What follows belongs to an exercise in optimizing a design on an open flow for small area, a short achievable clock period and few clock cycles per item; a production flow would make more cautious choices. Function was checked by simulation only, so behaviour that the tests miss may differ from the original. No activity file was given, so power comes from the tool's default toggle rates.

## oak
Design bse, start of the top module:
module bse (
    input  wire        clk,
    input  wire        rst,
    input  wire        cmd_valid,
    output wire        cmd_ready,
    input  wire [31:0] cmd,
    input  wire [63:0] a0,
    input  wire [63:0] a1,
    input  wire [63:0] a2,
    input  wire [63:0] a3,
    output reg         done,
    output reg  [63:0] r0,
    output wire [63:0] r1,
    output reg  [2:0]  err,
    output reg  [6:0]  sticky
);
    localparam [7:0] OP_INIT   = 8'h01, OP_INITC  = 8'h02, OP_CLOSE  = 8'h03,
                     OP_STATUS = 8'h04, OP_GETPOS = 8'h10, OP_SETPOS = 8'h11,
                     OP_GETLEN = 8'h12, OP_GETL8  = 8'h13, OP_GETL16 = 8'h14,
                     OP_GETL32 = 8'h15, OP_GETL64 = 8'h16, OP_GETCAP = 8'h17,
                     OP_WR     = 8'h20, OP_WRR    = 8'h21, OP_RD     = 8'h22,
                     OP_RDR    = 8'h23, OP_WRA    = 8'h24, OP_RDA    = 8'h25,
                     OP_RDBYTE = 8'h26, OP_AND    = 8'h30, OP_OR     = 8'h31,
                     OP_XOR    = 8'h32, OP_NOT    = 8'h33, OP_SHL    = 8'h40,
  ...
==> flow/config.mk <==
export PLATFORM = sky130hd
export DESIGN_NAME = bse
export DESIGN_NICKNAME = bse
export VERILOG_FILES = /design/flow/design.v
export SDC_FILE = /design/flow/constraint.sdc
export NUM_CORES = 8
export LEC_CHECK = 0
export ABC_AREA = 1
export CAP_MARGIN = 20
export CORE_MARGIN = 2
export CORE_UTILIZATION = 50
export PLACE_DENSITY = 0.6
export SLEW_MARGIN = 20
export SETUP_SLACK_MARGIN = 10
==> flow/constraint.sdc <==
create_clock -name core_clock -period 15.0 [get_ports {clk}]
set_input_delay 3.0000 -clock core_clock [delete_from_list [all_inputs] [get_ports {clk}]]
set_output_delay 3.0000 -clock core_clock [all_outputs]
set_load 0.01 [all_outputs]
standard.sh (not shown) runs the stock make flow with config.mk's settings and CLKGATE_MAP_FILE= SYNTH_SCRIPT=/design/flow/synth_recipe.tcl, a recipe that flattens the netlist after the stock synthesis.
==> flow/flow/run.sh <==
#!/bin/bash
# Own layout flow: the standard flow (standard.sh, which runs ORFS from
# the standard synthesis to the final layout), unchanged except that the
# timing repair after floorplan, CTS and global route aims for a setup slack
# of SETUP_SLACK_MARGIN ns instead of 0. The clock period, the SDC and every
# other setting are the design's and config.mk's.
set -euo pipefail
echo "export SETUP_SLACK_MARGIN = 10" >> config.mk
bash standard.sh > standard.log 2>&1
oak: all stages complete, timing, DRC and antenna checks passed
Testbench counts of oak, summed over its fixed seeds: cycles 37,297, cmds 32,000.
Here is what was changed in the inputs of pine compared with oak.
--- a/flow/design.v
+++ b/flow/design.v
@@ -256,36 +256,41 @@
     end
     reg         bact;                
     reg         b_last;              
     reg         b_bin, b_shl, b_shr;
     reg  [2:0]  b_op;
     reg  [1:0]  b_sa, b_sb, b_sd;
     reg  [10:0] b_off;               
     reg  [8:0]  b_len;
     reg  [3:0]  b_step;
+    reg  [2:0]  b_np;
     wire        b_more = bact && !b_last;
     wire [8:0]  ncap   = initc_big ? 9'd256 : i_a0[8:0];
     wire        x_bin  = b_more ? b_bin : op_dab;
     wire        x_shl  = b_more ? b_shl : op_shl;
     wire        x_shr  = b_more ? b_shr : op_shr;
     wire [2:0]  x_op   = b_more ? b_op  : op_not ? V_NOT : op_da ? V_X :
                                           op_and ? V_AND : op_or ? V_OR : V_XOR;
     wire [1:0]  x_sa   = b_more ? b_sa  : i_sa;
     wire [1:0]  x_sb   = b_more ? b_sb  : i_sb;
     wire [1:0]  x_sd   = b_more ? b_sd  : d;
     wire [10:0] x_off  = b_more ? b_off : op_shl ? {2'b0, ncap} :
                                           op_shr ? (11'd0 - {2'b0, ncap}) : 11'd0;
     wire [8:0]  x_len  = b_more ? b_len : LA;
+    wire [2:0]  np0    = LA[8:6] + {2'd0, LA[5:0] != 6'd0};
+    wire [2:0]  x_np   = b_more ? b_np : np0;
     wire [3:0]  x_step = b_more ? b_step + 4'd1 : 4'd0;
-    wire        x_last = x_bin ? (x_step == 4'd7) : (x_step == 4'd3);
-    wire        x_run  = b_more || (ok && i_build);
+    wire [3:0]  x_nst  = x_bin ? {x_np, 1'b0} : {1'b0, x_np};    
+    wire        x_last = (x_step == x_nst - 4'd1);
+    wire        x_run  = b_more || (ok && i_build && np0 != 3'd0);
     wire        x_rd   = x_bin && !x_step[0];       
-    wire [1:0]  x_cr   = x_bin ? x_step[2:1] : x_shr ? 2'd3 - x_step[1:0] : x_step[1:0];
+    wire [1:0]  x_npm1 = x_np[1:0] - 2'd1;
+    wire [1:0]  x_cr   = x_bin ? x_step[2:1] : x_shr ? x_npm1 - x_step[1:0] : x_step[1:0];
     wire        x_wr   = x_bin ? x_step[0] : 1'b1;
     wire [1:0]  x_cw   = x_cr;
     wire [10:0] x_st   = {3'd0, x_cr, 6'd0} + (x_bin ? 11'd0 : x_off);
     wire [1:0]  x_rs   = (x_bin && x_step[0]) ? x_sb : x_sa;
     wire [2:0]  x_vop  = x_op;
     wire [11:0] shl_hi_s = {3'b0, x_len} - {x_st[10], x_st};
     wire [6:0]  shl_hi   = shl_hi_s[11] ? 7'd0 : (shl_hi_s >= 12'd64) ? 7'd64 : shl_hi_s[6:0];
     wire [11:0] shr_lo_s = 12'd0 - {x_st[10], x_st};
     wire [6:0]  shr_lo   = shr_lo_s[11] ? 7'd0 : (shr_lo_s >= 12'd64) ? 7'd64 : shr_lo_s[6:0];
@@ -428,18 +433,19 @@
         b_shl  <= x_shl;
         b_shr  <= x_shr;
         b_op   <= x_op;
         b_sa   <= x_sa;
         b_sb   <= x_sb;
         b_sd   <= x_sd;
         b_off  <= x_off;
         b_len  <= x_len;
         b_step <= x_step;
+        b_np   <= x_np;
     end
     wire [127:0]  bus;
     wire [1023:0] mq;                
     genvar gj;
     generate
         for (gs = 0; gs < 4; gs = gs + 1) begin : S
             for (gj = 0; gj < 8; gj = gj + 1) begin : J
                 reg [31:0] q;
                 wire en = dc_wsoh[gs] && dc_words[gj];
## What came out
- oak ended with every stage complete and zero timing, DRC or antenna violations.
- pine closes out successfully: all stages finished, all timing, DRC and antenna checks passed.
- Re utilization after layout: pine is 0.41 points down on oak.
- Changes observed in pine relative to oak: final cell count dropped 1.2%, total number of nets in the final design now smaller, share of the synthesized netlist area taken by xor and xnor gates held steady, number of global-route vias before repair went down.
- Of pine and oak, oak shows the higher met3 layer wire length in the routed design, with pine below it.
- Delta (pine minus oak): number of placed instances, taps included fell by 76, total wirelength of the detailed-routed design lower, overall power of the completed layout went down.
- In terms of chip width, pine and oak differ only marginally.
- Cell area | pine vs oak | pine smaller
- Compared with oak, in pine multi-input combinational area share grew by 0.30 points, synthesized cell count shrank by 0.78%.
Testbench counts of pine, summed over its fixed seeds: cycles 33,253, cmds 32,000.

afterwards: timing with drivers on the ports:
In the flow no input, the clock included, has a driving cell. The finished layouts below were timed again as built, in two steps. Step 1 assumes that a clkbuf_16 drives the clock port and a buf_2 every other input. Step 2 moves the port delays by t, midway between the first and last clock arrival at a register: inputs arrive t later, outputs are due t later. That takes back most of the time a late clock gives input paths. a / b / c = ideal ports / drivers / drivers and shift; a / b = the first two.
run	shift t [ns]	setup slack, ns	clock arrival spread, ns	slew at the worst register clock pin (ns)	worst slew at a driven data input, ns
oak	0.954	9.679 / 9.679 / 9.224	0.082 / 0.082	0.09 / 0.09	0.11
pine	0.916	9.730 / 9.730 / 9.224	0.139 / 0.138	0.08 / 0.08	0.08
After both steps setup and hold are still met in every run listed. The setup slack of pine, which loses most, moves by 0.000 ns with the drivers and by -0.506 ns with both steps.
